This design comes from an exercise in tuning for small area, a short achievable clock period and few clock cycles on the open sky130 flow, not from production work. The RTL was checked by simulation tests, not by an equivalence proof against the original design. Power figures rest on the tool's default switching activity, not on a simulated workload.

## flow/design.v (module list and top-level ports; edited modules follow where they fit)
// module gefd: 683 lines
// module sq_a: 741 lines
// module sq_d: 753 lines
module gefd (
    input  wire        clk,
    input  wire        rst,
    input  wire        in_valid,
    input  wire [2:0]  in_kind,
    input  wire [3:0]  in_addr,
    input  wire [32:0] in_data,
    output wire        in_ready,
    output reg         tx_valid,
    output wire [7:0]  tx_data,
    output reg         err_valid,
    output reg  [2:0]  err_code,
    output reg  [15:0] err_info,
    output reg         cell_valid,
    output reg  [31:0] cell_data,
    output reg         frame_valid,
    output reg         frame_occ,
    output reg         frame_mot,
    output reg  [31:0] frame_cnt,
    output reg  [15:0] frame_n,
    output reg         trig_valid,
    output reg  [31:0] trig_cnt
);
  // ...
==> flow/run.sh <==
#!/bin/bash
# synth_recipe.tcl (not shown) runs the flow's synth.tcl, then flattens the netlist and writes it again
# the make line also repeats each setting of config.mk as NAME=value (left out here)
make -C /OpenROAD-flow-scripts/flow DESIGN_CONFIG=/design/flow/config.mk WORK_HOME=/design/flow/orfs CLKGATE_MAP_FILE= SYNTH_SCRIPT=/design/flow/synth_recipe.tcl finish
==> flow/config.mk <==
export PLATFORM = sky130hd
export DESIGN_NAME = gefd
export DESIGN_NICKNAME = gefd
export VERILOG_FILES = /design/flow/design.v
export SDC_FILE = /design/flow/constraint.sdc
export NUM_CORES = 8
export LEC_CHECK = 0
export CAP_MARGIN = 20
export CORE_MARGIN = 2
export CORE_UTILIZATION = 40
export CTS_BUF_LIST = sky130_fd_sc_hd__clkbuf_4 sky130_fd_sc_hd__clkbuf_8
export CTS_CLUSTER_SIZE = 40
export SLEW_MARGIN = 20
==> flow/constraint.sdc <==
create_clock -name core_clock -period 18.0 [get_ports {clk}]
set_input_delay 3.6000 -clock core_clock [delete_from_list [all_inputs] [get_ports {clk}]]
set_output_delay 3.6000 -clock core_clock [all_outputs]
set_load 0.01 [all_outputs]
==> summary.md, run 1 <==
| Metric | Value |
|---|---|
| Period minus WS final | `6.18 ns` |
| Slowest-stage cell, CP | `clkdlybuf4s50_1` |
| Router iterations before antenna repair | `8` |
| Yosys warns | `1` |
| Cell taking the most area after synthesis | `dfxtp_1` |
| Max-cap viol count | `0` |
| NonClk Buf Share | `~1.3%` |
| Logic pwr share | `under 10%` |
| Worst VDD drop | `between 90 and 100 uV` |
| P_leak | `98.8 nW` |
| Htree depth | `7` |
| Seq pwr share | `between 50 and 60%` |
| Placed Area | `about 230,000 sq um` |
| Clock sink total | `between 6,000 and 7,000` |
| Number of port buffers | `approximately 180` |
| Start point of the worst hold path | `srv[1863]` |
| Status | `timing/DRC/antenna clean` |
| Synth Register Bits | `6,708` |
| Layout cells sized above 1 | `approximately 18%` |
| Launching point of the worst reg2reg path | `q_i[0]` |
| Worst setup path end | `frame_n[0]` |
| DP Wirelength | `319 mm` |
| Final clock-cell share | `between 8 and 9%` |
| Crit Reg-Reg Endpoint | `sa` |
| Final instance area | `around 250,000 sq um` |
| Slew margin rel. | `22.7%` |
| Slowest stage delay, CP | `~0.67 ns` |
| Synth Area in XOR/XNOR | `2.19%` |
| GRT Util Overall | `roughly 18%` |
| Seq. pwr | `approximately 16 mW` |
Testbench counts, summed over its fixed seeds: cycles 58,000.
==> run 2, diff against run 1 <==
--- a/flow/config.mk
+++ b/flow/config.mk
@@ -9,5 +9,3 @@
 export CORE_MARGIN = 2
 export CORE_UTILIZATION = 40
-export CTS_BUF_LIST = sky130_fd_sc_hd__clkbuf_4 sky130_fd_sc_hd__clkbuf_8
-export CTS_CLUSTER_SIZE = 40
 export SLEW_MARGIN = 20
==> summary.md, run 2 <==
| Metric | Value |
|---|---|
| Setup TNS | `0 ns` |
| Biggest regs | `prv (2048), srv (2048), ab (1024)` |
| DR iter-0 viols | `approximately 8,300` |
| Initial Util | `40.2%` |
| # DRC | `0` |
| Buffer levels on the longest clock path | `4` |
| Root buffer cell | `clkbuf_16` |
| Distinct cell type count after synthesis | `approximately 100` |
| Crit path buf inv count | `1` |
| Core ar. | `537,000 sq um` |
| Final hold violation count | `0` |
| Logic pwr share | `2.0% (about the same)` |
| Register area share after synthesis | `68.6%` |
| Synth Register Bits | `6,708 (unchanged)` |
| HP Class | `reg -> reg` |
| Slowest-stage cell, CP | `clkdlybuf4s50_1` |
| Fin crit share | `32.6%` |
| Cts repair resizes | `0` |
| Status | `timing/DRC/antenna clean` |
| Asr flop ratio synth | `0%` |
| Worst VDD drop | `108 uV (+17%)` |
| Grt total ovfl | `0` |
| Internal power | `roughly 24 mW` |
| Routed wire length | `477 mm` |
| Initial antenna violation count | `30` |
| Area of the multi-input gates | `63,000 sq um` |
| Number of port buffers | `184 (unchanged)` |
| Htree depth | `6 (-1)` |
| Total number of vias | `approximately 110k` |
| Reg clk slew, reported paths | `approximately 0.060 ns` |
| Largest net degree at the start of global routing | `~130` |
| Dpl cells | `approximately 22,000` |
| Post-Syn Area | `approximately 220,000 sq um` |
| Clock sink total | `6,708 (unchanged)` |
| First-pass GRT wire length | `a little over 700 mm` |
| Fill count | `47,000` |
| Layout cells sized above 1 | `14.0% (-4.0 points)` |
| Buffer count from post-CTS setup fixing | `0` |
| Crit path kind | `reg -> out` |
| Synth top cells by count | `dfxtp_1, edfxtp_1, nor2_1, inv_1, nand2_1` |
| Area contributors post-synth | `dfxtp_1, edfxtp_1, mux4_2, fa_1, mux2_2` |
| Slew @ Worst Pin | `~1.2 ns` |
| Fin cells | `23,600` |
| Cell taking the most area after synthesis | `dfxtp_1` |
| DIE WIDTH | `738 microns` |
| Clk pwr share | `~46%` |
| Switching pwr | `roughly 6 mW` |
| WHS Path Cells | `0` |
| Delay-heaviest family, CP | `buffers and inverters` |
| Max-cap viol count | `0 (unchanged)` |
| CTS tree | `done` |
| Antenna violation net count after detailed routing | `0` |
| Syn_area_per_cell | `about 14 sq um` |
| Slowest stage delay, CP | `0.64 ns (-0.03 ns)` |
| Placed Area | `226,000 sq um (unchanged)` |
| CP cell instances | `clkdlybuf4s50_1` |
| EDFF count, synth | `1,360` |
| Die ar. | `between 500,000 and 600,000 sq um` |
| GRT Util Overall | `17.1% (-0.43 points)` |
| P_leak | `98.1 nW (-0.74%)` |
| Top FF cell, synth | `dfxtp_1` |
| Pwr dens | `between 100 and 150 nW/um^2` |
| WP depth | `1` |
| Final instance area | `248,000 sq um (+0.17%)` |
| Number of global-route vias before repair | `114,000` |
| Sw frac | `~21%` |
| CP Data Arrival Time | `2.28 ns` |
| Vias/cell | `about 5` |
| Commonest non-fill, non-tap cell in the layout | `dfxtp_1` |
| Worst skew pair latency | `1.09 ns` |
| Final setup viols | `0` |
| Startpoint Class | `flip-flop` |
| Critical path fanouts, max | `1` |
| GPL Wtd Cong | `approximately 0.9` |
| Yosys warns | `1 (unchanged)` |
| Seq pwr share | `51.6% (-1.4 points)` |
| Worst R2R Path Depth | `18` |
| Yosys top cell area share | `roughly half` |
| Routed WL per cell | `between 20 and 25 microns` |
| Router iterations before antenna repair | `10 (+2)` |
| Setup crit end kind | `primary output` |
| Storage cell area | `148,000 sq um` |
| CTS buffer count | `roughly 650` |
| Commonest non-fill, non-tap cells in the layout | `dfxtp_1, edfxtp_1, nor2_1, inv_1, clkbuf_16` |
| Most frequent cell after synthesis | `dfxtp_1` |
| # rows | `between 200 and 300` |
| Period minus WS final | `5.88 ns (-0.306 ns)` |
| RSZ-0062 raised after global routing | `false` |
| CTS Hold Bufs | `0` |
| Final Max Slew Viols | `0` |
| WP data required | `between 10 and 15 ns` |
| Worst Skew | `about 0.090 ns` |
| Slew margin rel. | `18.3% (-4.5 points)` |
| Synthesis-to-layout area growth | `15.0%` |
| Fmax | `170 MHz` |
| Die height | `around 740 microns` |
| Top Ports | `between 150 and 200` |
| Nets@finish | `16,800` |
| DP Wirelength | `319 mm (unchanged)` |
| Gate Count Post-Synth | `roughly 15,000` |
==> run 2: cell counts after synthesis <==
Identical to the previous run, type by type.
==> run 2: kinds of logic (layout without fill, tap and decap cells) <==
group	count (synthesis)	in the layout	share of synthesized area, %
multiplexers	1160	1160	7.71
AND/OR/NAND/NOR	2914	2914	6.74
other	2	19	0.00348
XOR/XNOR	540	540	2.19
AO/OA/AOI/OAI	1905	1905	5.76
adder cells (fa/ha/maj)	936	936	6.73
buffers and inverters	1297	2210	2.30
flip-flops	6708	6708	68.6
==> run 2: layout make-up <==
cell class,count,share of cell area [%]
well taps,7181,3.62
diodes,14,0.0141
flip-flops and latches,6708,59.6
multi-input cells,7460,25.4
inverters,672,1.02
repair buffers,356,1.28
clock inverters,262,1.48
clock buffers,920,7.55
==> run 2: metrics by stage <==
| stage | hold WS [ns] | power, mW | setup WS, ns | utilization [%] |
|---|---|---|---|---|
| 2_1_floorplan | 0.310 | 16.2 | 13.19 | - |
| 3_3_place_gp | 0.310 | 16.4 | 11.96 | 42.0 |
| 3_5_place_dp | 0.312 | 16.4 | 11.97 | 42.0 |
| 4_1_cts | 0.289 | 30.3 | 12.02 | 46.2 |
| 5_1_grt | 0.292 | 30.9 | 11.97 | 46.2 |
| 6_report | 0.289 | 29.9 | 12.12 | 46.2 |
==> run 2: power groups by stage <==
stage	clock network, mW	registers, mW	logic (mW)
6_report	13.9	15.5	0.584
5_1_grt	14.8	15.5	0.635
4_1_cts	14.2	15.5	0.591
3_5_place_dp	0	15.8	0.588
3_3_place_gp	0	15.8	0.582
2_1_floorplan	0	15.8	0.408
==> run 2: worst paths after layout <==
| kind | start | end | slack, ns |
|---|---|---|---|
| setup reg to reg | q_i[0] | sa | 12.31 |
| hold / removal | prv[121] | prv[153] | 0.29 |
| hold reg to reg | prv[121] | prv[153] | 0.29 |
| setup / recovery | frame_n[1] | frame_n[1] | 12.12 |
==> run 2: layer usage <==
metal	part of all wire, %	global-route usage [%]	vias to the layer above
met1	46	24.0	56800
met5	0.012	0	-
met4	2.8	4.99	8
met3	5.8	2.78	807
met2	46	27.4	2850
li1	-	-	54300
==> module gefd, before the edit <==
module gefd (
    input  wire        clk,
    input  wire        rst,
    input  wire        in_valid,
    input  wire [2:0]  in_kind,
    input  wire [3:0]  in_addr,
    input  wire [32:0] in_data,
    output wire        in_ready,
    output reg         tx_valid,
    output wire [7:0]  tx_data,
    output reg         err_valid,
    output reg  [2:0]  err_code,
    output reg  [15:0] err_info,
    output reg         cell_valid,
    output reg  [31:0] cell_data,
    output reg         frame_valid,
    output reg         frame_occ,
    output reg         frame_mot,
    output reg  [31:0] frame_cnt,
    output reg  [15:0] frame_n,
    output reg         trig_valid,
    output reg  [31:0] trig_cnt
);
    localparam [7:0] MARKER = 8'h2A;
    localparam [2:0] K_RX = 3'd0, K_CFG = 3'd1, K_START = 3'd2, K_STOP = 3'd3, K_LINK = 3'd4;
    localparam [1:0] RS_IDLE = 2'd0, RS_RUN = 2'd1, RS_STOPPED = 2'd2, RS_HALTED = 2'd3;
    localparam [2:0] PH_HUNT = 3'd0, PH_CONFIRM = 3'd1, PH_THERM = 3'd2, PH_ARRAY = 3'd3,
                     PH_CSUM = 3'd4;
    reg        in_rdy;
    assign in_ready = in_rdy;
    reg        e_v;
    reg [2:0]  e_k;
    reg [3:0]  e_a;
    reg [32:0] e_d;
    always @(posedge clk) begin
        e_v <= in_valid & in_rdy & ~rst;
        e_k <= in_kind;
        e_a <= in_addr;
        e_d <= in_data;
    end
    wire [7:0] b = e_d[7:0];
    reg [1:0]  rs;
    reg [2:0]  phase;
    reg [7:0]  scancnt;
    reg [6:0]  fidx;
    reg        confok;
    reg [7:0]  csumacc;
    reg [31:0] pktcnt;
    reg [15:0] scnt;        
    reg        first;       
    reg        prevvalid, occ, mot;
    reg [15:0] cfg_n;
    reg [31:0] cfg_e0, cfg_e1, cfg_e2, cfg_e3;    
    reg [31:0] lim;         
    reg        lim_en;      
    reg        tx_s, tx_t;
    assign tx_data   = {1'b0, 1'b1, 1'b0, 1'b1, tx_s, 1'b0, tx_t, tx_t};
    always @(posedge clk) begin
        frame_occ <= occ;
        frame_mot <= mot;
        frame_n   <= cfg_n;
        trig_cnt  <= pktcnt;
    end
    reg [7:0]   trv;
    reg [255:0] trc;
    reg [2:0]   tph;
    reg [2047:0] srv;
    reg [2047:0] prv;
    reg [5:0]    ph;
    reg [15:0] ab [0:63];
    reg [5:0]  wb, rp;
    reg        pend;
    reg        eb;                  
    reg        p1_rd, p1_ins, p1_ins_first, p1_emit, p1_first, p1_last;
    reg [5:0]  p1c;
    reg [15:0] f_reg;
    reg        s1, s1_first, s1_last, s2, s2_first, s2_last;
    reg signed [37:0] tsum;
    reg [15:0] ya, yd;
    reg        sa, sd;
    reg        any_big;
    reg [75:0] as_, ac_, ds_, dc_;
    reg [75:0] racc;
    reg        mot_en, mot_ex, occ_en, occ_ex;
    reg        cm_done_flag, fin_flag;    
    reg        fv_fin, fv_out;            
    reg        sl_act, sl_d;
    reg [4:0]  sl_t;
    reg [6:0]  sl_g;
    reg        q_act, q_ne;
    reg [3:0]  q_pc;
    reg [2:0]  q_sub;
    reg [1:0]  q_i;
    reg        sm_busy, sm_done, q_small;
    reg [4:0]  sm_cnt;
    reg [36:0] sm_m;
    reg [37:0] sm_pl;
    reg [39:0] sm_ph;
    reg        sm_q;
    reg        cm_act;
    reg [5:0]  cmc;
    reg        ob_pend, ob_act;
    reg [6:0]  oc;
    reg        tg_act, tg_hit;
    reg [2:0]  tgc;
    wire [31:0] sr63 = srv[2047:2016];
    wire [31:0] sr0  = srv[31:0];
    wire [31:0] pr63 = prv[2047:2016];
    wire [31:0] pr0  = prv[31:0];
    wire [31:0] f_ext = {{16{f_reg[15]}}, f_reg};
    wire [31:0] a_new = (p1_first ? 32'd0 : sr63) + f_ext;
    wire [31:0] sr_in = p1_ins ? a_new : sr63;
    wire [31:0] pr_in = cm_act ? sr63 : pr63;
    always @(posedge clk) begin
        srv <= {srv[2015:0], sr_in};
        prv <= {prv[2015:0], pr_in};
    end
    reg         sm_go;      
    reg  [37:0] sm_xr;
    wire        smx_s = sm_xr[37];
    wire [36:0] smx_y = sm_xr[36:0] ^ {37{smx_s}};
    wire [2:0]  sm_dig = {sm_pl[1:0], sm_q};
    reg  [39:0] sm_add;
    always @(*) begin
        case (sm_dig)
        3'b001, 3'b010: sm_add = {3'b000, sm_m};
        3'b011:         sm_add = {2'b00, sm_m, 1'b0};
        3'b100:         sm_add = ~{2'b00, sm_m, 1'b0};
        3'b101, 3'b110: sm_add = ~{3'b000, sm_m};
        default:        sm_add = 40'd0;
        endcase
    end
    wire        sm_neg = sm_dig[2] & ~(sm_dig[1] & sm_dig[0]);
    wire [39:0] sm_sum = sm_ph + sm_add + {39'd0, sm_neg};
    wire [75:0] sm_p   = {sm_ph[37:0], sm_pl};
    always @(posedge clk) begin
        if (sm_go) begin
            sm_m    <= smx_y;
            sm_pl   <= {1'b0, smx_y};
            sm_ph   <= smx_s ? {2'b00, smx_y, 1'b1} : 40'd0;
            sm_q    <= 1'b0;
        end else if (sm_busy) begin
            sm_ph  <= {{2{sm_sum[39]}}, sm_sum[39:2]};
            sm_pl  <= {sm_sum[1:0], sm_pl[37:2]};
            sm_q   <= sm_pl[1];
        end
    end
    always @(posedge clk) begin
        if (rst) begin
            sm_busy <= 1'b0;
            sm_done <= 1'b0;
            sm_cnt  <= 5'd0;
        end else begin
            sm_done <= 1'b0;
            if (sm_go) begin
                sm_busy <= 1'b1;
                sm_cnt  <= 5'd0;
            end else if (sm_busy) begin
                sm_cnt <= sm_cnt + 5'd1;
                if (sm_cnt == 5'd18) begin
                    sm_busy <= 1'b0;
                    sm_done <= 1'b1;
                end
            end
        end
    end
    reg         a_clr, d_clr, wb_a, wb_d;    
    wire [75:0] a_ns, a_nc, d_ns, d_nc;
    sq_a u_sqa (.y(ya), .s(sa), .ps(a_clr ? 76'd0 : as_), .pc(a_clr ? 76'd0 : ac_),
                .ns(a_ns), .nc(a_nc));
    sq_d u_sqd (.y(yd), .s(sd), .ps(d_clr ? 76'd0 : ds_), .pc(d_clr ? 76'd0 : dc_),
                .ns(d_ns), .nc(d_nc));
    reg         w_sela, w_cin;
    reg  [1:0]  w_x3;       
    reg  [1:0]  w_r;        
    reg  [1:0]  q_w;        
    reg  [1:0]  w2_r;       
    reg         w2_wba, w2_wbd;
    reg  [75:0] w_s, w_c;   
    reg  [75:0] w_x3v;
    always @(*) begin
        case (w_x3)
        2'd1:    w_x3v = racc;
        2'd2:    w_x3v = sm_p;
        2'd3:    w_x3v = {sm_p[69:0], 6'd0};
        default: w_x3v = 76'd0;
        endcase
    end
    wire [75:0] w_x1 = w_sela ? as_ : ds_;
    wire [75:0] w_x2 = w_sela ? ac_ : dc_;
    wire [75:0] w_fs = w_x1 ^ w_x2 ^ w_x3v;
    wire [75:0] w_fc = (w_x1 & w_x2) | (w_x1 & w_x3v) | (w_x2 & w_x3v);
    always @(posedge clk) begin
        w_s <= w_fs;
        w_c <= {w_fc[74:0], w_cin};
    end
    wire [75:0] w_out = w_s + w_c;
    always @(posedge clk) begin
        as_ <= w2_wba ? w_out : a_ns;
        ac_ <= w2_wba ? 76'd0 : a_nc;
        ds_ <= w2_wbd ? w_out : d_ns;
        dc_ <= w2_wbd ? 76'd0 : d_nc;
        if (w2_r == 2'd1) racc <= w_out;
        else if (w2_r == 2'd2) racc <= ~w_out;
    end
    reg [15:0] ne_e;
    always @(*) begin
        case (q_i)
        2'd0: ne_e = cfg_e0[15:0];
        2'd1: ne_e = cfg_e1[15:0];
        2'd2: ne_e = cfg_e2[15:0];
        default: ne_e = cfg_e3[15:0];
        endcase
    end
    wire [16:0] ne_sum = {1'b0, cfg_n} + {1'b0, ne_e};
    wire [16:0] ne_dif = {1'b0, cfg_n} - {1'b0, ne_e};
    reg        q_sq, q_unita;
    reg [37:0] q_x;
    always @(*) begin
        q_sq = 1'b0; q_unita = 1'b0; q_x = 38'd0;
        if (q_ne) begin
            case (q_pc[1:0])
            2'd0: begin q_sq = 1'b1; q_x = {{21{ne_dif[16]}}, ne_dif}; end
            2'd2: begin q_sq = 1'b1; q_x = {21'd0, ne_sum}; end
            default: ;
            endcase
        end else begin
            case (q_pc)
            4'd1:  begin q_sq = 1'b1; q_x = {6'd0, cfg_e2}; end
            4'd3:  begin q_sq = 1'b1; q_x = {6'd0, cfg_e3}; end
            4'd6:  begin q_sq = 1'b1; q_x = tsum; end
            4'd8:  begin q_sq = 1'b1; q_unita = 1'b1; q_x = {6'd0, cfg_e0}; end
            4'd10: begin q_sq = 1'b1; q_unita = 1'b1; q_x = {6'd0, cfg_e1}; end
            default: ;
            endcase
        end
    end
    wire        qx_s = q_x[37];
    wire [36:0] qx_y = q_x[36:0] ^ {37{qx_s}};
    wire        qx_small = (qx_y[36:16] == 21'd0);
    wire [32:0] tap_d = {sr63[31], sr63} - {pr63[31], pr63};
    reg         c_aclr, c_dclr, c_wba, c_wbd, c_sela, c_cin;
    reg  [1:0]  c_x3, c_r;
    always @(*) begin
        c_aclr = 1'b0; c_dclr = 1'b0; c_wba = 1'b0; c_wbd = 1'b0;
        c_sela = 1'b0; c_cin = 1'b0; c_x3 = 2'd0; c_r = 2'd0;
        if (s1_first) begin c_aclr = 1'b1; c_dclr = 1'b1; end
        if (s2_last && any_big) begin c_aclr = 1'b1; c_dclr = 1'b1; end
        if (sl_act && sm_done) begin
            c_sela = ~sl_d; c_x3 = sl_d ? 2'd2 : 2'd3;
            c_wba = ~sl_d; c_wbd = sl_d;
        end
        if (q_act) begin
            if (q_sq) begin
                case (q_sub)
                3'd0: begin c_aclr = q_unita; c_dclr = ~q_unita; end
                3'd2: if (sm_done) begin
                    c_sela = q_unita; c_x3 = q_unita ? 2'd3 : 2'd2;
                    c_wba = q_unita; c_wbd = ~q_unita;
                end
                default: ;
                endcase
            end else if (q_w == 2'd0) begin
                if (q_ne) begin
                    case (q_pc[1:0])
                    2'd1: begin c_sela = 1'b0; c_r = 2'd2; end
                    default: begin c_sela = 1'b0; c_x3 = 2'd1; c_cin = 1'b1; end
                    endcase
                end else begin
                    case (q_pc)
                    4'd0:  begin c_sela = 1'b0; c_r = 2'd2; end
                    4'd2:  begin c_sela = 1'b0; c_x3 = 2'd1; c_cin = 1'b1; end
                    4'd4:  begin c_sela = 1'b0; c_x3 = 2'd1; end
                    4'd5:  begin c_sela = 1'b1; c_r = 2'd2; end
                    4'd7:  begin c_sela = 1'b0; c_x3 = 2'd1; c_r = 2'd1; end
                    4'd9:  begin c_sela = 1'b1; c_x3 = 2'd1; c_cin = 1'b1; end
                    4'd11: begin c_sela = 1'b1; c_x3 = 2'd1; end
                    default: ;
                    endcase
                end
            end
        end
    end
    always @(posedge clk) begin
        if (rst) begin
            a_clr <= 1'b0; d_clr <= 1'b0; wb_a <= 1'b0; wb_d <= 1'b0;
            w_sela <= 1'b0; w_cin <= 1'b0; w_x3 <= 2'd0; w_r <= 2'd0;
            w2_r <= 2'd0; w2_wba <= 1'b0; w2_wbd <= 1'b0;
        end else begin
            a_clr <= c_aclr; d_clr <= c_dclr; wb_a <= c_wba; wb_d <= c_wbd;
            w_sela <= c_sela; w_cin <= c_cin; w_x3 <= c_x3; w_r <= c_r;
            w2_r <= w_r; w2_wba <= wb_a; w2_wbd <= wb_d;
        end
    end
    wire ev_rx  = e_v && e_k == K_RX && rs == RS_RUN;
    wire legal  = (cfg_n != 16'd0) && (cfg_e1[15:0] <= cfg_e0[15:0]) &&
                  (cfg_e3[15:0] <= cfg_e2[15:0]);
    wire [5:0] wa = wb + fidx[6:1];
    wire [5:0] rstart = ph + 6'd2 + wb;
    wire [2:0] tw = e_a[2:0] + tph + 3'd1;    
    wire tr_wr = e_v && e_k == K_CFG && rs == RS_IDLE && e_a[3];
    wire csum_ok = ev_rx && phase == PH_CSUM && b == csumacc && pktcnt != 32'hFFFF_FFFF;
    wire p1_go = (csum_ok || pend) && !eb;
    wire emit_now = (scnt == 16'd1);
    wire        s1a_s = sr0[31];
    wire [31:0] s1a_y = sr0 ^ {32{s1a_s}};
    wire [32:0] s1_d  = {sr0[31], sr0} - {pr0[31], pr0};
    wire        s1d_s = s1_d[32];
    wire [32:0] s1d_y = s1_d ^ {33{s1d_s}};
    wire        s1_big = (s1a_y[31:16] != 16'd0) || (prevvalid && s1d_y[32:16] != 17'd0);
    integer k;
    wire q_sq_load = q_act && q_sq && q_sub == 3'd0;
    always @(posedge clk) begin
        ya <= 16'd0; sa <= 1'b0;
        yd <= 16'd0; sd <= 1'b0;
        if (s1) begin
            ya   <= s1a_y[15:0]; sa <= s1a_s;
            yd   <= s1d_y[15:0]; sd <= s1d_s;
            tsum <= (s1_first ? 38'sd0 : tsum) + {{6{sr0[31]}}, sr0};
        end
        if (q_sq_load) begin
            if (qx_small) begin
                if (q_unita) begin ya <= qx_y[15:0]; sa <= qx_s; end
                else         begin yd <= qx_y[15:0]; sd <= qx_s; end
            end
            q_small <= qx_small;
            sm_xr   <= q_x;
        end
        if (sl_act && sl_t == 5'd0)
            sm_xr <= sl_d ? {{5{tap_d[32]}}, tap_d} : {{6{sr63[31]}}, sr63};
        if (q_act && !q_sq && q_w == 2'd2 && !q_ne && q_pc == 4'd12)
            frame_cnt <= pktcnt;
        if (ob_act) begin
            case (oc[2:0])
            3'd0: cell_data <= srv[32*1  +: 32];
            3'd1: cell_data <= srv[32*3  +: 32];
            3'd2: cell_data <= srv[32*5  +: 32];
            3'd3: cell_data <= srv[32*7  +: 32];
            3'd4: cell_data <= srv[32*9  +: 32];
            3'd5: cell_data <= srv[32*11 +: 32];
            3'd6: cell_data <= srv[32*13 +: 32];
            default: cell_data <= srv[32*15 +: 32];
            endcase
        end
    end
    always @(posedge clk) begin
        if (ev_rx && phase == PH_ARRAY) begin
            if (fidx[0]) ab[wa][15:8] <= b;
            else         ab[wa][7:0]  <= b;
        end
        f_reg <= ab[rp];
    end
    always @(posedge clk) begin
        for (k = 0; k < 8; k = k + 1) begin
            if (tr_wr && tw == k)
                trc[32*k +: 32] <= e_d[31:0];
            else
                trc[32*k +: 32] <= trc[32*((k + 7) % 8) +: 32];
        end
    end
    task iter_end;
        begin
            phase   <= PH_HUNT;
            fidx    <= 7'd0;
            scancnt <= 8'd0;
            confok  <= 1'b0;
            if (lim_en) begin
                lim <= lim - 32'd1;
                if (lim == 32'd1) begin
                    tx_valid <= 1'b1;
                    tx_s     <= 1'b1;
                    tx_t     <= 1'b0;
                    rs       <= RS_STOPPED;
                end
            end
        end
    endtask
    task raise_err(input [2:0] code, input [15:0] info);
        begin
            err_valid <= 1'b1;
            err_code  <= code;
            err_info  <= info;
        end
    endtask
    always @(posedge clk) begin
        if (rst) begin
            in_rdy <= 1'b1;
            rs <= RS_IDLE; phase <= PH_HUNT; scancnt <= 8'd0; fidx <= 7'd0;
            confok <= 1'b0; csumacc <= 8'd0; pktcnt <= 32'd0;
            scnt <= 16'd1; first <= 1'b1;
            prevvalid <= 1'b0; occ <= 1'b0; mot <= 1'b0;
            cfg_n <= 16'd1; cfg_e0 <= 32'd30; cfg_e1 <= 32'd25; cfg_e2 <= 32'd20; cfg_e3 <= 32'd13;
            lim <= 32'd0; lim_en <= 1'b0;
            tx_valid <= 1'b0; tx_s <= 1'b0; tx_t <= 1'b1;
            err_valid <= 1'b0; err_code <= 3'd0; err_info <= 16'd0;
            cell_valid <= 1'b0;
            frame_valid <= 1'b0;
            trig_valid <= 1'b0;
            trv <= 8'd0; tph <= 3'd0; ph <= 6'd0; wb <= 6'd0; rp <= 6'd0;
            pend <= 1'b0; eb <= 1'b0;
            p1_rd <= 1'b0; p1_ins <= 1'b0; p1_ins_first <= 1'b0; p1_emit <= 1'b0; p1_first <= 1'b0;
            p1c <= 6'd0; p1_last <= 1'b0;
            s1 <= 1'b0; s1_first <= 1'b0; s1_last <= 1'b0;
            s2 <= 1'b0; s2_first <= 1'b0; s2_last <= 1'b0;
            any_big <= 1'b0;
            mot_en <= 1'b0; mot_ex <= 1'b0; occ_en <= 1'b0; occ_ex <= 1'b0;
            cm_done_flag <= 1'b0; fin_flag <= 1'b0; fv_fin <= 1'b0; fv_out <= 1'b0;
            sl_act <= 1'b0; sm_go <= 1'b0; sl_d <= 1'b0; sl_t <= 5'd0; sl_g <= 7'd0;
            q_act <= 1'b0; q_ne <= 1'b0; q_pc <= 4'd0; q_sub <= 3'd0; q_i <= 2'd0; q_w <= 2'd0;
            cm_act <= 1'b0; cmc <= 6'd0; ob_pend <= 1'b0; ob_act <= 1'b0; oc <= 7'd0;
            tg_act <= 1'b0; tg_hit <= 1'b0; tgc <= 3'd0;
        end else begin
            tx_valid    <= 1'b0;
            err_valid   <= 1'b0;
            cell_valid  <= 1'b0;
            frame_valid <= 1'b0;
            trig_valid  <= 1'b0;
            ph  <= ph + 6'd1;
            tph <= tph + 3'd1;
            rp  <= rp + 6'd1;
            p1c <= p1c + 6'd1;
            for (k = 0; k < 8; k = k + 1) begin
                if (tr_wr && tw == k) trv[k] <= e_d[32];
                else                  trv[k] <= trv[(k + 7) % 8];
            end
            if (e_v) begin
                case (e_k)
                K_RX: if (rs == RS_RUN) begin
                    case (phase)
                    PH_HUNT: begin
                        if (scancnt == 8'd133) begin
                            raise_err(3'd1, 16'd0);
                            iter_end;
                        end else begin
                            scancnt <= scancnt + 8'd1;
                            if (b == MARKER) begin
                                phase <= PH_CONFIRM;
                                fidx  <= 7'd0;
                            end
                        end
                    end
                    PH_CONFIRM: begin
                        if (fidx == 7'd0) begin
                            if (scancnt == 8'd133) begin
                                raise_err(3'd1, 16'd0);
                                iter_end;
                            end else begin
                                scancnt <= scancnt + 8'd1;
                                confok  <= (b == MARKER);
                                fidx    <= 7'd1;
                            end
                        end else begin
                            scancnt <= scancnt + 8'd1;
                            if (confok && b == MARKER) begin
                                phase   <= PH_THERM;
                                fidx    <= 7'd0;
                                csumacc <= 8'd0;
                            end else begin
                                raise_err(3'd1, 16'd1);
                                iter_end;
                            end
                        end
                    end
                    PH_THERM: begin
                        csumacc <= csumacc + b;
                        if (fidx == 7'd0) fidx <= 7'd1;
                        else begin
                            phase <= PH_ARRAY;
                            fidx  <= 7'd0;
                        end
                    end
                    PH_ARRAY: begin
                        csumacc <= csumacc + b;
                        if (fidx == 7'd127) begin
                            phase <= PH_CSUM;
                            fidx  <= 7'd0;
                        end else
                            fidx <= fidx + 7'd1;
                    end
                    default: begin
                        if (b == csumacc) begin
                            if (pktcnt == 32'hFFFF_FFFF) begin
                                raise_err(3'd5, 16'd0);
                                tx_valid <= 1'b1; tx_s <= 1'b1; tx_t <= 1'b0;
                                rs <= RS_HALTED;
                            end else begin
                                if (eb) begin
                                    pend   <= 1'b1;
                                    in_rdy <= 1'b0;
                                end
                                iter_end;
                            end
                        end else begin
                            raise_err(3'd2, {b, csumacc});
                            iter_end;
                        end
                    end
                    endcase
                end
                K_CFG: if (rs == RS_IDLE) begin
                    case (e_a)
                    4'd0: begin cfg_n <= e_d[15:0]; scnt <= e_d[15:0]; end
                    4'd1: cfg_e0 <= {16'd0, e_d[15:0]};
                    4'd2: cfg_e1 <= {16'd0, e_d[15:0]};
                    4'd3: cfg_e2 <= {16'd0, e_d[15:0]};
                    4'd4: cfg_e3 <= {16'd0, e_d[15:0]};
                    4'd5: begin lim <= e_d[31:0]; lim_en <= (e_d[31:0] != 32'd0); end
                    default: ;
                    endcase
                end
                K_START: if (rs == RS_IDLE) begin
                    if (legal) begin
                        tx_valid <= 1'b1; tx_s <= 1'b0; tx_t <= 1'b1;
                        rs <= RS_RUN;
                        q_act <= 1'b1; q_ne <= 1'b1; q_pc <= 4'd0; q_sub <= 3'd0; q_i <= 2'd0; q_w <= 2'd0;
                    end else
                        raise_err(3'd4, 16'd0);
                end
                K_STOP: if (rs == RS_RUN) begin
                    tx_valid <= 1'b1; tx_s <= 1'b1; tx_t <= 1'b0;
                    rs <= RS_STOPPED;
                end
                K_LINK: if (rs == RS_RUN) begin
                    raise_err(3'd3, {15'd0, e_d[0]});
                    if (e_d[0]) begin
                        tx_valid <= 1'b1; tx_s <= 1'b1; tx_t <= 1'b0;
                    end
                    rs <= RS_HALTED;
                end
                default: ;
                endcase
            end
            if (p1_go) begin
                pend   <= 1'b0;
                in_rdy <= 1'b1;
                pktcnt <= pktcnt + 32'd1;
                if (emit_now) begin
                    scnt  <= cfg_n;
                    first <= 1'b1;
                    eb    <= 1'b1;
                    cm_done_flag <= 1'b0;
                    fin_flag     <= 1'b0;
                end else begin
                    scnt  <= scnt - 16'd1;
                    first <= 1'b0;
                end
                p1_rd    <= 1'b1;
                p1c      <= 6'd0;
                p1_emit  <= emit_now;
                p1_first <= first;
                rp       <= rstart;
                wb       <= rstart;
                tg_act   <= 1'b1;
                tg_hit   <= 1'b0;
                tgc      <= 3'd0;
            end
            if (tg_act) begin
                tgc <= tgc + 3'd1;
                if (trv[7] && trc[255:224] == pktcnt) tg_hit <= 1'b1;
                if (tgc == 3'd7) begin
                    tg_act <= 1'b0;
                    trig_valid <= tg_hit || (trv[7] && trc[255:224] == pktcnt);
                end
            end
            if (p1_rd && p1c == 6'd63) p1_rd <= 1'b0;
            p1_ins       <= p1_rd;
            p1_ins_first <= p1_rd && p1c == 6'd0;
            p1_last      <= p1_rd && p1c == 6'd63;
            s1       <= p1_ins && p1_emit;
            s1_first <= p1_ins && p1_emit && p1_ins_first;
            s1_last  <= p1_ins && p1_emit && p1_last;
            s2       <= s1;
            s2_first <= s1_first;
            s2_last  <= s1_last;
            if (s1) any_big <= (s1_first ? 1'b0 : any_big) | s1_big;
            if (s2_last) begin
                if (any_big) begin
                    sl_act <= 1'b1; sl_d <= 1'b0;
                    sl_t <= 5'd31; sl_g <= 7'd0;
                end else begin
                    cm_act <= 1'b1; cmc <= 6'd0;
                    q_act <= 1'b1; q_ne <= 1'b0; q_pc <= 4'd0; q_sub <= 3'd0; q_w <= 2'd0;
                end
            end
            sm_go <= 1'b0;
            if (sl_act) begin
                sl_t <= (sl_t == 5'd24) ? 5'd0 : sl_t + 5'd1;
                if (sl_t == 5'd0 && sl_g != 7'd64) begin
                    sl_g  <= sl_g + 7'd1;
                    sm_go <= 1'b1;
                end
                if (sl_t == 5'd24 && sl_g == 7'd64) begin
                    if (!sl_d && prevvalid) begin
                        sl_d <= 1'b1; sl_g <= 7'd0; sl_t <= 5'd0;
                    end else begin
                        sl_act <= 1'b0;
                        cm_act <= 1'b1; cmc <= 6'd0;
                        q_act <= 1'b1; q_ne <= 1'b0; q_pc <= 4'd0; q_sub <= 3'd0; q_w <= 2'd0;
                    end
                end
            end
            if (q_act) begin
                if (q_sq) begin
                    case (q_sub)
                    3'd0: q_sub <= 3'd1;
                    3'd1: begin
                        if (q_small) begin
                            q_sub <= 3'd0; q_pc <= q_pc + 4'd1;
                        end else begin
                            sm_go <= 1'b1;
                            q_sub <= 3'd2;
                        end
                    end
                    3'd2: if (sm_done) q_sub <= 3'd3;
                    3'd3: q_sub <= 3'd4;
                    default: begin q_sub <= 3'd0; q_pc <= q_pc + 4'd1; end
                    endcase
                end else if (q_w != 2'd2) begin
                    q_w <= q_w + 2'd1;
                end else if (q_ne) begin
                    q_w  <= 2'd0;
                    q_pc <= q_pc + 4'd1;
                    if (q_pc[1:0] == 2'd3) begin
                        case (q_i)
                        2'd0: cfg_e0 <= w_out[33:2];
                        2'd1: cfg_e1 <= w_out[33:2];
                        2'd2: cfg_e2 <= w_out[33:2];
                        default: cfg_e3 <= w_out[33:2];
                        endcase
                        q_i  <= q_i + 2'd1;
                        q_pc <= 4'd0;
                        if (q_i == 2'd3) q_act <= 1'b0;
                    end
                end else begin
                    q_w  <= 2'd0;
                    q_pc <= q_pc + 4'd1;
                    case (q_pc)
                    4'd2:  mot_en <= w_out[75];
                    4'd4:  mot_ex <= ~w_out[75];
                    4'd9:  occ_en <= w_out[75];
                    4'd11: occ_ex <= ~w_out[75];
                    4'd12: begin
                        q_act <= 1'b0;
                        occ <= occ_en ? 1'b1 : (occ_ex ? 1'b0 : occ);
                        if (prevvalid)
                            mot <= mot_en ? ((occ_en | (!occ_ex & occ)) ? 1'b1 : mot)
                                          : (mot_ex ? 1'b0 : mot);
                        prevvalid <= 1'b1;
                        fin_flag  <= 1'b1;
                        fv_fin    <= 1'b1;
                    end
                    default: ;
                    endcase
                end
            end
            if (cm_act) begin
                cmc <= cmc + 6'd1;
                cm_done_flag <= 1'b1;
                if (cmc == 6'd63) cm_act <= 1'b0;
            end
            if (eb && cm_done_flag && fin_flag) eb <= 1'b0;
            if (p1_ins && p1_ins_first && p1_emit) ob_pend <= 1'b1;
            if ((ob_pend || (p1_ins && p1_ins_first && p1_emit)) && ph == 6'd0) begin
                ob_act  <= 1'b1;
                ob_pend <= 1'b0;
                oc      <= 7'd0;
            end
            if (ob_act) begin
                oc <= oc + 7'd1;
                if (oc >= 7'd8) cell_valid <= 1'b1;
                if (oc == 7'd71) begin
                    ob_act <= 1'b0;
                    fv_out <= 1'b1;
                end
            end
            if (fv_fin && fv_out) begin
                frame_valid <= 1'b1;
                fv_fin      <= 1'b0;
                fv_out      <= 1'b0;
            end
        end
    end
endmodule
==> run 3, diff against run 2 <==
--- a/flow/design.v
+++ b/flow/design.v
@@ -236,7 +236,4 @@
         end
     end
-    wire        qx_s = q_x[37];
-    wire [36:0] qx_y = q_x[36:0] ^ {37{qx_s}};
-    wire        qx_small = (qx_y[36:16] == 21'd0);
     wire [32:0] tap_d = {sr63[31], sr63} - {pr63[31], pr63};
     reg         c_aclr, c_dclr, c_wba, c_wbd, c_sela, c_cin;
@@ -254,6 +251,6 @@
             if (q_sq) begin
                 case (q_sub)
-                3'd0: begin c_aclr = q_unita; c_dclr = ~q_unita; end
-                3'd2: if (sm_done) begin
+                3'd1: begin c_aclr = q_unita; c_dclr = ~q_unita; end
+                3'd3: if (sm_done) begin
                     c_sela = q_unita; c_x3 = q_unita ? 2'd3 : 2'd2;
                     c_wba = q_unita; c_wbd = ~q_unita;
@@ -311,4 +308,6 @@
     integer k;
     wire q_sq_load = q_act && q_sq && q_sub == 3'd0;
+    wire q_sq_sub1 = q_act && q_sq && q_sub == 3'd1;
+    wire smx_small = (smx_y[36:16] == 21'd0);
     always @(posedge clk) begin
         ya <= 16'd0; sa <= 1'b0;
@@ -319,11 +318,12 @@
             tsum <= (s1_first ? 38'sd0 : tsum) + {{6{sr0[31]}}, sr0};
         end
-        if (q_sq_load) begin
-            if (qx_small) begin
-                if (q_unita) begin ya <= qx_y[15:0]; sa <= qx_s; end
-                else         begin yd <= qx_y[15:0]; sd <= qx_s; end
+        if (q_sq_load)
+            sm_xr <= q_x;
+        if (q_sq_sub1) begin
+            if (smx_small) begin
+                if (q_unita) begin ya <= smx_y[15:0]; sa <= smx_s; end
+                else         begin yd <= smx_y[15:0]; sd <= smx_s; end
             end
-            q_small <= qx_small;
-            sm_xr   <= q_x;
+            q_small <= smx_small;
         end
         if (sl_act && sl_t == 5'd0)
@@ -604,14 +604,15 @@
                     case (q_sub)
                     3'd0: q_sub <= 3'd1;
-                    3'd1: begin
+                    3'd1: q_sub <= 3'd2;
+                    3'd2: begin
                         if (q_small) begin
                             q_sub <= 3'd0; q_pc <= q_pc + 4'd1;
                         end else begin
                             sm_go <= 1'b1;
-                            q_sub <= 3'd2;
+                            q_sub <= 3'd3;
                         end
                     end
-                    3'd2: if (sm_done) q_sub <= 3'd3;
-                    3'd3: q_sub <= 3'd4;
+                    3'd3: if (sm_done) q_sub <= 3'd4;
+                    3'd4: q_sub <= 3'd5;
                     default: begin q_sub <= 3'd0; q_pc <= q_pc + 4'd1; end
                     endcase
==> summary.md, run 3 <==
| Metric | Value |
|---|---|
| Seq pwr share | `52.0% (+0.4 points)` |
| Fill count | `47,300 (+0.67%)` |
| Worst R2R Path Depth | `17 (-1)` |
| Biggest regs | `prv (2048), srv (2048), ab (1024)` |
| GRT Util Overall | `17.7% (+0.57 points)` |
| DR iter-0 viols | `10,200 (+23%)` |
| Core ar. | `540,000 sq um (+0.50%)` |
| Yosys warns | `1 (unchanged)` |
| Register area share after synthesis | `68.4% (-0.17 points)` |
| Htree depth | `6 (unchanged)` |
| Start point of the worst hold path | `prv[923]` |
| EDFF count, synth | `1,360 (unchanged)` |
| Setup crit end kind | `primary output` |
| Antenna violation net count after detailed routing | `0 (unchanged)` |
| Buffer levels on the longest clock path | `4 (unchanged)` |
| CTS Hold Bufs | `0 (unchanged)` |
| Die height | `739 microns (+0.12%)` |
| DIE WIDTH | `739 microns (+0.12%)` |
| Router iterations before antenna repair | `9 (-1)` |
| CTS buffer count | `646 (-0.31%)` |
| Crit path kind | `reg -> out` |
| Crit path buf inv count | `1 (unchanged)` |
| Reg clk slew, reported paths | `0.06 ns (about the same)` |
| Critical path fanouts, max | `4 (+3)` |
| Delay-heaviest family, CP | `flip-flops` |
| Routed wire length | `496 mm (+3.8%)` |
| Sw frac | `20.9% (+0.21 points)` |
| # DRC | `0 (unchanged)` |
| Largest net degree at the start of global routing | `141 (+12%)` |
| Place WS | `12.12 ns (+0.155 ns)` |
| Layout cells sized above 1 | `14.2% (+0.17 points)` |
| Cts repair resizes | `0 (unchanged)` |
| Commonest non-fill, non-tap cells in the layout | `dfxtp_1, edfxtp_1, nor2_1, inv_1, clkbuf_16` |
| CP Data Arrival Time | `2.49 ns (+0.21 ns)` |
| HP Class | `reg -> reg` |
| Period minus WS final | `6.09 ns (+0.218 ns)` |
| Launching point of the worst reg2reg path | `q_i[0]` |
| Max-cap viol count | `0 (unchanged)` |
| RSZ-0062 raised after global routing | `false` |
| Fmax | `164 MHz (-3.6%)` |
| Worst VDD drop | `116 uV (+7.5%)` |
| Top FF cell, synth | `dfxtp_1` |
| CP cell instances | `clkdlybuf4s50_1` |
| DP Wirelength | `330 mm (+3.4%)` |
| First-pass GRT wire length | `740 mm (+2.5%)` |
| Worst Skew | `0.0888 ns (-0.00102 ns)` |
| Crit Reg-Reg Endpoint | `sm_xr[28]` |
| Reg2Reg Setup Slack | `12.44 ns (+0.13 ns)` |
| Slowest-stage cell, CP | `dfxtp_1` |
| Initial Util | `40.1% (-0.10 points)` |
| # rows | `270 (+0.37%)` |
| GPL Wtd Cong | `0.897 (about the same)` |
| Distinct cell type count after synthesis | `109 (+6.9%)` |
| Final hold violation count | `0 (unchanged)` |
| Pwr dens | `120 nW/um^2 (-0.75%)` |
| Syn_area_per_cell | `13.9 sq um (-0.63%)` |
| Area of the multi-input gates | `63,400 sq um (+0.60%)` |
| Number of global-route vias before repair | `115,000 (+0.75%)` |
| P_leak | `97.7 nW (-0.38%)` |
| Clock sink total | `6,708 (unchanged)` |
| Grt total ovfl | `0 (unchanged)` |
| Nets@finish | `16,900 (+0.52%)` |
| Slew @ Worst Pin | `1.18 ns (-0.0384 ns)` |
| Final setup viols | `0 (unchanged)` |
| WHS Path Cells | `0 (unchanged)` |
| WP data required | `14.40 ns (about the same)` |
| Total number of vias | `117,000 (+1.9%)` |
| Synth Register Bits | `6,708 (unchanged)` |
| Initial antenna violation count | `46 (+53%)` |
| Most frequent cell after synthesis | `dfxtp_1` |
| Clk pwr share | `46.3% (about the same)` |
| Gate Count Post-Synth | `15,600 (+0.88%)` |
| Top Ports | `190 (unchanged)` |
| Status | `timing/DRC/antenna clean` |
| Synthesis-to-layout area growth | `14.8%` |
| Cell taking the most area after synthesis | `dfxtp_1` |
| Post-Syn Area | `216,000 sq um (+0.24%)` |
| Vias/cell | `4.93 (+1.3%)` |
| Buffer count from post-CTS setup fixing | `0 (unchanged)` |
| Worst skew pair latency | `1.08 ns (about the same)` |
| Final Max Slew Viols | `0 (unchanged)` |
| Setup TNS | `0 ns (unchanged)` |
| WHS Endpoint | `prv[955]` |
| Area contributors post-synth | `dfxtp_1, edfxtp_1, mux4_2, fa_1, mux2_2` |
| Slew margin rel. | `21.3% (+3.0 points)` |
| Fin crit share | `33.9% (+1.2 points)` |
| Util after Layout | `46.0% (-0.19 points)` |
| Fin worst setup slack | `11.91 ns (-0.218 ns)` |
| CTS tree | `done` |
| Asr flop ratio synth | `0% (unchanged)` |
| Yosys top cell area share | `49.5% (-0.12 points)` |
| Switching pwr | `6.20 mW (+0.37%)` |
| Commonest non-fill, non-tap cell in the layout | `dfxtp_1` |
| Die ar. | `546,000 sq um (+0.24%)` |
| Synth top cells by count | `dfxtp_1, edfxtp_1, nor2_1, inv_1, mux2_2` |
| Root buffer cell | `clkbuf_16` |
| Internal power | `23.5 mW (-0.93%)` |
| Routed WL per cell | `20.9 microns (+3.2%)` |
| Slowest stage delay, CP | `0.73 ns (+0.09 ns)` |
| Logic pwr share | `1.8% (-0.2 points)` |
| Number of port buffers | `184 (unchanged)` |
| Startpoint Class | `flip-flop` |
| Storage cell area | `148,000 sq um (about the same)` |
## run 3: area by class of cell
type / count / area share (%)
sequential: 6708 / 59.6
clock inverter: 303 / 1.52
inverter: 694 / 1.05
clock buffer: 886 / 7.40
multi-input combinational: 7537 / 25.5
tap: 7208 / 3.63
timing repair buffer: 351 / 1.26
antenna: 12 / 0.0121
## run 3: worst reg2reg max path, delay by kind of cell (launching register included)
family | cells | cell delay, ns
fa+ha+maj | 3 | 1.20
compound gates | 9 | 2.02
buf+inv | 1 | 0.10
mux | 1 | 0.17
flops | 1 | 0.38
simple gates | 3 | 1.37
## run 3: metal layers
| metal | wire (microns) | track usage, % | share of wire, % |
|---|---|---|---|
| met5 | 34 | 0 | 0.0069 |
| met4 | 16500 | 5.67 | 3.3 |
| met3 | 33000 | 3.12 | 6.7 |
| met2 | 220000 | 27.6 | 44 |
| met1 | 226000 | 25.1 | 46 |
## run 3: cell families after synthesis
group                    Yosys count  synth area share (%)
buffers and inverters           1356                  2.39
AND/OR/NAND/NOR                 2970                  6.88
AO/OA/AOI/OAI                   2006                  6.09
flip-flops                      6708                  68.4
other                              2               0.00347
XOR/XNOR                         521                  2.11
adder cells (fa/ha/maj)          931                  6.69
multiplexers                    1104                  7.43
## run 3: power groups by stage
stage	clock network, mW	registers, mW	logic [mW]
finish	13.8	15.5	0.521
global route	14.7	15.4	0.563
CTS	14.1	15.5	0.525
detailed placement	0	15.8	0.522
global placement	0	15.8	0.517
floorplan	0	15.7	0.363
## run 3: how the worst max path moves through the flow
stage	from	endpoint	slack, ns	depth (start not counted)
after CTS	tx_t	tx_data[1]	11.73	1
after global placement	rst	cfg_e3[22]	12.16	5
final	tx_t	tx_data[1]	11.91	1
after floorplan	rst	q_pc[2]	13.10	5
after global routing	tx_t	tx_data[1]	11.81	1
after detailed placement	rst	cfg_e3[27]	12.12	5
## run 3: metrics by stage
step	cells	hold slack, ns	instance area, sq um	total power, mW
floorplan	15600	0.310	216000	16.1
global placement	22500	0.310	226000	16.3
detailed placement	22500	0.312	226000	16.3
CTS	23700	0.267	248000	30.1
global route	23700	0.280	248000	30.7
finish	23700	0.272	248000	29.7
Testbench counts of run 3, summed over its fixed seeds: cycles 58,024.
==> run 4, diff against run 3 <==
==> flow/flow/run.sh (new file) <==
#!/bin/bash
# The standard layout (the standard.sh, all steps unchanged), except that the port
# buffers the placement step inserts are sky130_fd_sc_hd__buf_4 cells instead of the
# default choice. make's full output goes to flow_make.log; each ORFS step keeps its own
# log under orfs/logs/.
set -euo pipefail
export BUFFER_PORTS_ARGS="-buffer_cell sky130_fd_sc_hd__buf_4"
bash standard.sh > flow_make.log 2>&1
==> flow/standard.sh (new file) <==
#!/bin/bash
# synth_recipe.tcl (not shown) runs the flow's synth.tcl, then flattens the netlist and writes it again
# the make line also repeats each setting of config.mk as NAME=value (left out here)
make -C /OpenROAD-flow-scripts/flow DESIGN_CONFIG=/design/flow/config.mk WORK_HOME=/design/flow/orfs CLKGATE_MAP_FILE= SYNTH_SCRIPT=/design/flow/synth_recipe.tcl "${@:-finish}"
removed: flow/run.sh
==> summary.md, run 4 <==
| Metric | Value |
|---|---|
| Status | `timing/DRC/antenna clean` |
| Gate Count Post-Synth | `15,600 (unchanged)` |
| DR iter-0 viols | `9,955 (-2.0%)` |
| Cell taking the most area after synthesis | `dfxtp_1` |
| Top Ports | `190 (unchanged)` |
| Crit path kind | `reg -> out` |
| Final instance area | `248,000 sq um (-0.26%)` |
| Top FF cell, synth | `dfxtp_1` |
| Initial antenna violation count | `42 (-8.7%)` |
| DP Wirelength | `334 mm (+1.3%)` |
| Routed WL per cell | `21.0 microns (+0.55%)` |
| Synth top cells by count | `dfxtp_1, edfxtp_1, nor2_1, inv_1, mux2_2` |
| Fin crit share | `31.5% (-2.3 points)` |
| Largest net degree at the start of global routing | `156 (+11%)` |
| CTS Hold Bufs | `0 (unchanged)` |
| Most frequent cell after synthesis | `dfxtp_1` |
| # DRC | `0 (unchanged)` |
| HP Class | `reg -> reg` |
| Setup TNS | `0 ns (unchanged)` |
| Area contributors post-synth | `dfxtp_1, edfxtp_1, mux4_2, fa_1, mux2_2` |
| Period minus WS final | `5.67 ns (-0.420 ns)` |
| CTS tree | `done` |
| Die height | `739 microns (unchanged)` |
| Synthesis-to-layout area growth | `14.5%` |
| GPL Wtd Cong | `0.899 (+0.20%)` |
| Worst skew pair latency | `1.09 ns (about the same)` |
| Nets@finish | `16,900 (+0.041%)` |
| Buffer count from post-CTS setup fixing | `0 (unchanged)` |
| Number of global-route vias before repair | `116,000 (+0.61%)` |
| Critical path fanouts, max | `4 (unchanged)` |
| Commonest non-fill, non-tap cell in the layout | `dfxtp_1` |
| Syn_area_per_cell | `13.9 sq um (unchanged)` |
| Crit path buf inv count | `1 (unchanged)` |
| Htree depth | `6 (unchanged)` |
| RSZ-0062 raised after global routing | `false` |
| Routed wire length | `498 mm (+0.55%)` |
| First-pass GRT wire length | `744 mm (+0.58%)` |
| Synth Register Bits | `6,708 (unchanged)` |
| Delay-heaviest family, CP | `flip-flops` |
| Place WS | `12.30 ns (+0.174 ns)` |
| Slew @ Worst Pin | `1.22 ns (+0.0367 ns)` |
| CTS buffer count | `646 (unchanged)` |
| Fill count | `47,400 (+0.20%)` |
| Biggest regs | `prv (2048), srv (2048), ab (1024)` |
| Buffer levels on the longest clock path | `4 (unchanged)` |
| Core ar. | `540,000 sq um (unchanged)` |
| Max-cap viol count | `0 (unchanged)` |
| Layout cells sized above 1 | `15.2% (+1.1 points)` |
| Antenna violation net count after detailed routing | `0 (unchanged)` |
| Total number of vias | `117,000 (+0.43%)` |
| Placed Area | `226,000 sq um (-0.19%)` |
| Final Max Slew Viols | `0 (unchanged)` |
| Grt total ovfl | `0 (unchanged)` |
| Vias/cell | `4.95 (+0.43%)` |
| Slowest-stage cell, CP | `dfxtp_1` |
| Slowest stage delay, CP | `0.75 ns (+0.02 ns)` |
| Cts repair resizes | `0 (unchanged)` |
| GRT Util Overall | `17.8% (+0.10 points)` |
| Yosys warns | `1 (unchanged)` |
| Commonest non-fill, non-tap cells in the layout | `dfxtp_1, edfxtp_1, nor2_1, inv_1, clkbuf_16` |
| Pwr dens | `120 nW/um^2 (-0.19%)` |
| Worst Skew | `0.0918 ns (+0.00291 ns)` |
| CP Data Arrival Time | `2.07 ns (-0.42 ns)` |
| DIE WIDTH | `739 microns (unchanged)` |
| # rows | `270 (unchanged)` |
| Startpoint Class | `flip-flop` |
| Asr flop ratio synth | `0% (unchanged)` |
| Final hold violation count | `0 (unchanged)` |
| Fmax | `176 MHz (+7.4%)` |
| Die ar. | `546,000 sq um (unchanged)` |
| Clock sink total | `6,708 (unchanged)` |
| Worst VDD drop | `105 uV (-9.2%)` |
| Initial Util | `40.1% (unchanged)` |
| Number of port buffers | `184 (unchanged)` |
| Final setup viols | `0 (unchanged)` |
| Fin worst setup slack | `12.33 ns (+0.420 ns)` |
| Router iterations before antenna repair | `7 (-2)` |
| Post-Syn Area | `216,000 sq um (unchanged)` |
| EDFF count, synth | `1,360 (unchanged)` |
| Register area share after synthesis | `68.4% (unchanged)` |
| Distinct cell type count after synthesis | `109 (unchanged)` |
| WP data required | `14.40 ns (about the same)` |
| Root buffer cell | `clkbuf_16` |
| Reg clk slew, reported paths | `0.06 ns (about the same)` |
| Setup crit end kind | `primary output` |
| Overall power | `29.6 mW (-0.45%)` |
| P_leak | `97.9 nW (+0.20%)` |
| CP cell instances | `buf_4` |
| Yosys top cell area share | `49.5% (unchanged)` |
| Slew margin rel. | `18.7% (-2.6 points)` |
==> run 4: cell counts after synthesis <==
Identical to the previous run, type by type.
==> run 4: power breakdown <==
group          switching [mW]  internal, mW  total, mW  leakage [nW]
Combinational           0.284         0.233      0.517          31.6
Sequential             0.0799          15.4       15.5          55.5
Clock                    5.76          7.88       13.6          10.8
Total                    6.12          23.5       29.6          97.9
==> run 4: path summary, 6_finish.rpt <==
path,to,slack [ns],startpoint,depth (start not counted)
worst max-delay path,tx_data[0],12.33,tx_t,1
worst min register to register,srv[1684],0.27,srv[1652],0
worst max register to register,sm_xr[19],12.66,q_i[1],17
worst min-delay path,srv[1684],0.27,srv[1652],0
==> run 4: cell families after synthesis <==
kind of cell,Yosys count,share of synthesized area [%]
compound gates,2006,6.09
xor+xnor,521,2.11
fa+ha+maj,931,6.69
buf+inv,1356,2.39
flops,6708,68.4
mux,1104,7.43
other cells,2,0.00347
simple gates,2970,6.88
==> run 4: final cells by class <==
| type | instances | area (sq um) | area share, % |
|---|---|---|---|
| inverter | 694 | 2610 | 1.05 |
| timing repair buffer | 358 | 2720 | 1.10 |
| clock buffer | 899 | 18500 | 7.48 |
| tap | 7208 | 9020 | 3.64 |
| antenna | 11 | 27.5 | 0.0111 |
| sequential | 6708 | 148000 | 59.7 |
| multi-input combinational | 7537 | 63400 | 25.6 |
| clock inverter | 284 | 3440 | 1.39 |
==> run 4: metrics by stage <==
| stage | hold WS (ns) | utilization (%) | std cells |
|---|---|---|---|
| global placement | 0.310 | 41.8 | 22500 |
| CTS | 0.263 | 45.9 | 23700 |
| floorplan | 0.310 | - | 15600 |
| finish | 0.268 | 45.9 | 23700 |
| global route | 0.267 | 45.9 | 23700 |
| detailed placement | 0.312 | 41.8 | 22500 |
==> run 4: worst reg2reg max path, cell delays in order (launching register included) <==
cell and delay [ns]:
dfxtp_1 0.39, inv_1 0.08, ha_1 0.43, a222oi_1 0.39, mux2i_1 0.18, ha_1 0.25
fa_1 0.45, o21bai_1 0.16, a21oi_1 0.14, o21ai_0 0.29, or3b_1 0.38, nand2_1 0.12
o41ai_2 0.10, o31a_1 0.29, o21bai_1 0.16, a211oi_2 0.21, nor2_1 0.78, a22oi_1 0.17
==> run 4: layer usage <==
metal / track usage (%) / share of wire, % / up-vias
li1: - / - / 54700
met4: 6.16 / 3.5 / 10
met1: 25.3 / 46 / 58300
met2: 27.6 / 44 / 3419
met3: 2.92 / 6.2 / 867
met5: 0 / 0.013 / -

-- what the ideal ports hide --
No port has a modelled driver above. Below, the same layouts with a new extraction and two added sets of constraints. Step 1 sets driving cells, clkbuf_16 on the clock port and buf_2 on the other inputs (assumed; they add their load-dependent delay and slew). Step 2 also shifts input and output timing later by t, the mid clock arrival at the registers, as if the neighbouring blocks saw the same clock. Three values: ideal ports, drivers, drivers and shift; two values: the first two.
run | shift t [ns] | setup slack, ns | worst hold slack (ns) | worst setup path after step 2
run 1 | 1.389 | 11.817 / 11.692 / 11.806 | 0.254 / 0.254 / 0.254 | input to register
run 2 | 1.163 | 12.123 / 12.003 / 11.867 | 0.289 / 0.289 / 0.289 | input to register
run 3 | 1.155 | 11.905 / 11.782 / 12.002 | 0.272 / 0.272 / 0.272 | input to register
run 4 | 1.151 | 12.325 / 12.204 / 12.211 | 0.268 / 0.268 / 0.268 | input to register
After both steps every run listed still meets setup and hold. The setup slack of run 2, which loses most, moves by -0.120 ns with the drivers and by -0.256 ns with both steps.
